Source: an optimization exercise on an open RTL-to-GDS flow (aim: small area, a short achievable clock period and few clock cycles). Production flows keep margins and buffers that such runs may drop. Only simulation tests tie the RTL to the original design; equivalence was not proved. Power and IR drop assume default switching activity.

==> run H <==
==> flow/design.v (excerpt) <==
module can_codec (
    input  wire        clk,
    input  wire        rst,           
    input  wire        cmd_valid,
    input  wire [63:0] cmd_word,
    output wire        cmd_ready,
    input  wire        rx_load,
    input  wire [31:0] rx_id,
    input  wire [7:0]  rx_len,
    input  wire [63:0] rx_data,       
    output wire [7:0]  proto,
    output reg         txv,
    output wire [31:0] txf_id,
    output wire [7:0]  txf_len,
    output wire [63:0] txf_data,
    output reg  [31:0] rxf_id,
    output reg  [7:0]  rxf_len,
    output reg  [63:0] rxf_data,
    output wire [7:0]  meas_addr,
    output wire [31:0] meas_v,
    output wire [31:0] meas_i,
    output wire [31:0] meas_t,
    output wire [31:0] meas_s,
    output wire [31:0] meas_c,
    output wire [7:0]  meas_p,
    output wire [7:0]  status
);
clock: 14.0 ns
lec_check: 0
abc_area: 1
cap_margin: 20
core_margin: 2
core_utilization: 40
slew_margin: 20
synth_hierarchical: 1
standard.sh (not shown) runs the stock make flow with config.mk's settings and CLKGATE_MAP_FILE= SYNTH_SCRIPT=/design/flow/synth_recipe.tcl, a recipe that flattens the netlist after the stock synthesis.
==> flow/flow/run.sh <==
#!/bin/bash
# The standard layout (standard.sh), with two changes to how it is made:
# timing repair aims well below the 14 ns clock (the clock period and the
# constraints stay the design's; only the repair target moves), and the
# port buffers are the smallest buffer cell.
set -euo pipefail
bash standard.sh SETUP_SLACK_MARGIN=8.5 TNS_END_PERCENT=100 \
    'BUFFER_PORTS_ARGS=-buffer_cell sky130_fd_sc_hd__buf_1' finish > standard_finish.log 2>&1
==> inputs of run B, as changes to run H <==
--- a/flow/design.v
+++ b/flow/design.v
@@ -515,30 +515,44 @@
     wire f_s = proto_b ? (cb == 16'h0104) : (ca == 8'h32);
     wire f_c = proto_b ? (cb == 16'h0105) : (ca == 8'h33);
     wire [2:0] d_f = f_v ? 3'd1 : f_i ? 3'd2 : f_t ? 3'd3 : f_s ? 3'd4 : f_c ? 3'd5 : 3'd0;
     wire [5:0] d_p = {f_c, f_s, f_t, f_i, f_v, 1'b1};
     wire [31:0] raw = rxf_data[31:0];
     wire        sh_sp = (s_ph == 2'd2);
-    wire [4:0]  l_lz, i_lz;
-    wire        n_t, i_t, i_neg;
-    wire [1:0]  n_d, i_d, i_qh;
-    wire [31:0] nn;
-    wire [38:0] i_rq;                 
-    can_codec_init u_init (
-        .rx_data(rx_data), .rxf_data(rxf_data), .proto_b(proto_b), .tag0(tag[0]),
-        .load(load), .from_rx(dv_ok), .ld_lz(ld_lz), .fd_t(fd_t), .fd_d(fd_d),
-        .sh_sp(sh_sp), .sp_x(sp_x), .sp_rs(sp_rs[4:0]),
-        .l_lz(l_lz), .n_t(n_t), .n_d(n_d), .i_lz(i_lz), .i_t(i_t), .i_d(i_d),
-        .i_neg(i_neg), .nn(nn), .i_qh(i_qh), .i_rq(i_rq)
-    );
-    reg  [31:0] sp_y;
+    wire [4:0]  nz     = sh_sp ? sp_rs[4:0] : ld_lz;
+    reg  [31:0] nn;
     integer     k;
+    always @(*) begin
+        for (k = 0; k < 32; k = k + 1)
+            nn[k] = sh_sp ? sp_x[31-k] : raw[k];
+        if (nz[4]) nn = {nn[15:0], 16'd0};
+        if (nz[3]) nn = {nn[23:0], 8'd0};
+        if (nz[2]) nn = {nn[27:0], 4'd0};
+        if (nz[1]) nn = {nn[29:0], 2'd0};
+        if (nz[0]) nn = {nn[30:0], 1'b0};
+    end
+    reg  [31:0] sp_y;
     always @(*)
         for (k = 0; k < 32; k = k + 1)
             sp_y[k] = nn[31-k];
     wire [31:0] sp_h2  = sp_v ? sp_y : 32'd0;
+    wire        i_neg = fd_t && raw[31];
+    wire [1:0]  i_d   = fd_d;
+    wire [31:0] i_x   = fd_t ? (raw ^ {32{i_neg}}) : nn;
+    wire [4:0]  i_th  = i_x[31:27];
+    wire [1:0]  i_qh  = (i_th >= 5'd15) ? 2'd3 : (i_th >= 5'd10) ? 2'd2 : (i_th >= 5'd5) ? 2'd1 : 2'd0;
+    wire [2:0]  i_rh  = i_th - {i_qh, 2'b00} - {3'd0, i_qh};
+    reg  [38:0] i_rq;                 
+    always @(*) begin
+        case ({fd_t, i_d})
+            3'b000, 3'b100: i_rq = {1'd0, i_x, 6'd0};           
+            3'b001:         i_rq = {3'd0, i_x, 4'd0};           
+            3'b110:         i_rq = {4'd0, i_rh, i_x[26:0], 5'd0};  
+            default:        i_rq = {5'd0, i_x, 2'd0};           
+        endcase
+    end
     reg  [6:0]  c125, t125;
     reg  [4:0]  c25, t25;
     reg  [2:0]  c5, t5;
     reg  [STEPS-1:0] q125, q25, q5;
     reg  [7:0]  o125;
     reg  [5:0]  o25;
@@ -580,12 +594,28 @@
     wire        t_e   = (dv_d == 2'd0) ? (Q[2:0] == 3'd7 && R == 7'd124)
                                        : (L[5] && R == 7'd4);
     wire [31:0] q_tm  = {32{dv_neg}} ^ {4'd0, tq};
     wire [31:0] q_res = dv_t ? q_tm : q_fl;
     wire        q_inc = dv_t ? (dv_neg && !t_e) : (q_up && !dv_z);
     wire        dv_fin = dv_ok && (dv_cnt == 3'd0);
+    wire [31:0] lx  = rx_data[31:0];
+    wire        lz4 = (lx[31:16] == 16'd0);
+    wire [15:0] ly1 = lz4 ? lx[15:0] : lx[31:16];
+    wire        lz3 = (ly1[15:8] == 8'd0);
+    wire [7:0]  ly2 = lz3 ? ly1[7:0] : ly1[15:8];
+    wire        lz2 = (ly2[7:4] == 4'd0);
+    wire [3:0]  ly3 = lz2 ? ly2[3:0] : ly2[7:4];
+    wire        lz1 = (ly3[3:2] == 2'd0);
+    wire [1:0]  ly4 = lz1 ? ly3[1:0] : ly3[3:2];
+    wire [4:0]  l_lz = {lz4, lz3, lz2, lz1, !ly4[1]};
+    wire        n_p  = cmd ? tag[0] : proto_b;
+    wire [7:0]  n_ca = cmd ? rxf_data[55:48] : rx_data[55:48];
+    wire [15:0] n_cb = cmd ? rxf_data[47:32] : rx_data[47:32];
+    wire        n_t  = n_p ? (n_cb == 16'h0103) : (n_ca == 8'h31);
+    wire        n_c  = n_p ? (n_cb == 16'h0105) : (n_ca == 8'h33);
+    wire [1:0]  n_d  = !n_p ? 2'd0 : (n_t || n_c) ? 2'd2 : 2'd1;
     always @(posedge clk) begin
         if (rst) begin
             proto_b <= 1'b0;
             st      <= ST_IDLE;
             p_wait  <= 1'b0;
             s_ph    <= 2'd0;
@@ -602,20 +632,20 @@
             rxf_data <= 64'd0;
             dv_ok   <= 1'b0;
             ld_lz   <= 5'd0;
             fd_t    <= 1'b0;
             fd_d    <= 2'd0;
         end else begin
-            if (load || (!dv_ok && !sh_sp)) begin
-                dv_ok  <= dv_ok || !load;
+            if (!dv_ok && !sh_sp) begin
+                dv_ok  <= 1'b1;
                 dv_cnt <= NCYC;
                 dv_d   <= i_d;
-                dv_t   <= i_t;
+                dv_t   <= fd_t;
                 dv_neg <= i_neg;
                 dv_z   <= !nn[31];
-                dv_lz  <= i_lz;
+                dv_lz  <= ld_lz;
                 dv_qh  <= i_qh;
                 dv_r   <= i_rq[38:32];
                 dv_q   <= i_rq[31:0];
             end else if (dv_cnt != 3'd0) begin
                 dv_cnt <= dv_cnt - 3'd1;
                 dv_r   <= s_r;
@@ -638,12 +668,13 @@
                 m_inc  <= q_inc;
             end
             if (load) begin
                 rxf_id   <= rx_id;
                 rxf_len  <= rx_len;
                 rxf_data <= rx_data;
+                dv_ok    <= 1'b0;
                 ld_lz    <= l_lz;
                 fd_t     <= n_t;
                 fd_d     <= n_d;
             end
             if (cmd) begin
                 case (op)
@@ -731,87 +762,6 @@
     assign meas_v = m_p[0] ? m_out : 32'd0;
     assign meas_i = m_p[1] ? m_out : 32'd0;
     assign meas_t = m_p[2] ? m_out : 32'd0;
     assign meas_s = m_p[3] ? m_out : 32'd0;
     assign meas_c = m_p[4] ? m_out : 32'd0;
 endmodule
-module can_codec_init (
-    input  wire [63:0] rx_data,
-    input  wire [63:0] rxf_data,
-    input  wire        proto_b,
-    input  wire        tag0,
-    input  wire        load,
-    input  wire        from_rx,         
-    input  wire [4:0]  ld_lz,
-    input  wire        fd_t,
-    input  wire [1:0]  fd_d,
-    input  wire        sh_sp,
-    input  wire [31:0] sp_x,
-    input  wire [4:0]  sp_rs,
-    output wire [4:0]  l_lz,
-    output wire        n_t,
-    output wire [1:0]  n_d,
-    output wire [4:0]  i_lz,
-    output wire        i_t,
-    output wire [1:0]  i_d,
-    output wire        i_neg,
-    output reg  [31:0] nn,
-    output wire [1:0]  i_qh,
-    output reg  [38:0] i_rq
-);
-    wire [31:0] lx  = rx_data[31:0];
-    wire        lz4 = (lx[31:16] == 16'd0);
-    wire [15:0] ly1 = lz4 ? lx[15:0] : lx[31:16];
-    wire        lz3 = (ly1[15:8] == 8'd0);
-    wire [7:0]  ly2 = lz3 ? ly1[7:0] : ly1[15:8];
-    wire        lz2 = (ly2[7:4] == 4'd0);
-    wire [3:0]  ly3 = lz2 ? ly2[3:0] : ly2[7:4];
-    wire        lz1 = (ly3[3:2] == 2'd0);
-    wire [1:0]  ly4 = lz1 ? ly3[1:0] : ly3[3:2];
-    assign l_lz = {lz4, lz3, lz2, lz1, !ly4[1]};
-    wire        n_p  = load ? proto_b : tag0;
-    wire [7:0]  n_ca = load ? rx_data[55:48] : rxf_data[55:48];
-    wire [15:0] n_cb = load ? rx_data[47:32] : rxf_data[47:32];
-    assign n_t = n_p ? (n_cb == 16'h0103) : (n_ca == 8'h31);
-    wire        n_c  = n_p ? (n_cb == 16'h0105) : (n_ca == 8'h33);
-    assign n_d = !n_p ? 2'd0 : (n_t || n_c) ? 2'd2 : 2'd1;
-    wire        r_t  = proto_b ? (rx_data[47:32] == 16'h0103) : (rx_data[55:48] == 8'h31);
-    wire        r_c  = proto_b ? (rx_data[47:32] == 16'h0105) : (rx_data[55:48] == 8'h33);
-    wire [1:0]  r_d  = !proto_b ? 2'd0 : (r_t || r_c) ? 2'd2 : 2'd1;
-    wire [31:0] i_raw  = from_rx ? rx_data[31:0] : rxf_data[31:0];
-    assign i_lz = from_rx ? l_lz : ld_lz;
-    assign i_t = from_rx ? r_t : fd_t;
-    assign i_d = from_rx ? r_d : fd_d;
-    assign i_neg = i_t && i_raw[31];
-    wire [4:0]  nz     = sh_sp ? sp_rs[4:0] : i_t ? 5'd0 : i_lz;
-    integer     k;
-    always @(*) begin
-        for (k = 0; k < 32; k = k + 1)
-            nn[k] = sh_sp ? sp_x[31-k] : (i_raw[k] ^ i_neg);
-        if (nz[4]) nn = {nn[15:0], 16'd0};
-        if (nz[3]) nn = {nn[23:0], 8'd0};
-        if (nz[2]) nn = {nn[27:0], 4'd0};
-        if (nz[1]) nn = {nn[29:0], 2'd0};
-        if (nz[0]) nn = {nn[30:0], 1'b0};
-    end
-    wire [31:0] i_x   = nn;
-    wire [4:0]  i_th  = i_raw[31:27] ^ {5{i_neg}};
-    reg  [1:0]  qh;
-    reg  [2:0]  i_rh;
-    always @(*) begin
-        case (i_th)
-            5'd0, 5'd1, 5'd2, 5'd3, 5'd4:      begin qh = 2'd0; i_rh = i_th[2:0]; end
-            5'd5, 5'd6, 5'd7, 5'd8, 5'd9:      begin qh = 2'd1; i_rh = i_th[2:0] - 3'd5; end
-            5'd10, 5'd11, 5'd12, 5'd13, 5'd14: begin qh = 2'd2; i_rh = i_th[2:0] - 3'd2; end
-            default:                           begin qh = 2'd3; i_rh = i_th[2:0] - 3'd7; end
-        endcase
-    end
-    assign i_qh = qh;
-    always @(*) begin
-        case ({i_t, i_d})
-            3'b000, 3'b100: i_rq = {1'd0, i_x, 6'd0};           
-            3'b001:         i_rq = {3'd0, i_x, 4'd0};           
-            3'b110:         i_rq = {4'd0, i_rh, i_x[26:0], 5'd0};  
-            default:        i_rq = {5'd0, i_x, 2'd0};           
-        endcase
-    end
-endmodule
==> notes <==
- Of run H and run B, run B has the higher global-route usage (gap 2.4 points).
- Against run B, the clock power of run H is higher by about 5%.
- In run B the clock skew is lower than in run H, by 0.0042 ns.
- Synthesized cell count: run H is higher than run B (13%).
- Between run B and run H, the lower cell count is in run B (gap about 9%, measured against run H).
- In run B the die area is smaller than in run H, by about 8%.
- In run H the power is smaller than in run B, by about 8%.
- Flip-flop and latch count: run H is higher than run B (8).
Testbench counts of run H, summed over its fixed seeds: cycles 18,623.
Testbench counts of run B, summed over its fixed seeds: cycles 20,831.

## static timing again, ports no longer ideal
In the flow no input, the clock included, has a driving cell. The finished layouts below were timed again as built, in two steps.
Step 1 sets driving cells, clkbuf_16 on the clock port and buf_2 on the other inputs (assumed; they add their load-dependent delay and slew).
Step 2, shift: input delay + t, output delay - t, t = (earliest + latest rising clock arrival at the registers) / 2. This alone moves slack from input paths to output paths.
Slacks: ideal / step 1 / step 2; pairs: ideal / step 1.
run | t (ns) | setup slack, ns | worst slew at a driven data input, ns
run H | 0.625 | 7.963 / 7.973 / 7.349 | 0.13
run B | 0.618 | 8.354 / 8.354 / 7.873 | 0.14
After both steps setup and hold are still met in every run listed. For run H, which loses most, drivers alone change the setup slack by +0.010 ns; drivers and shift together by -0.614 ns.
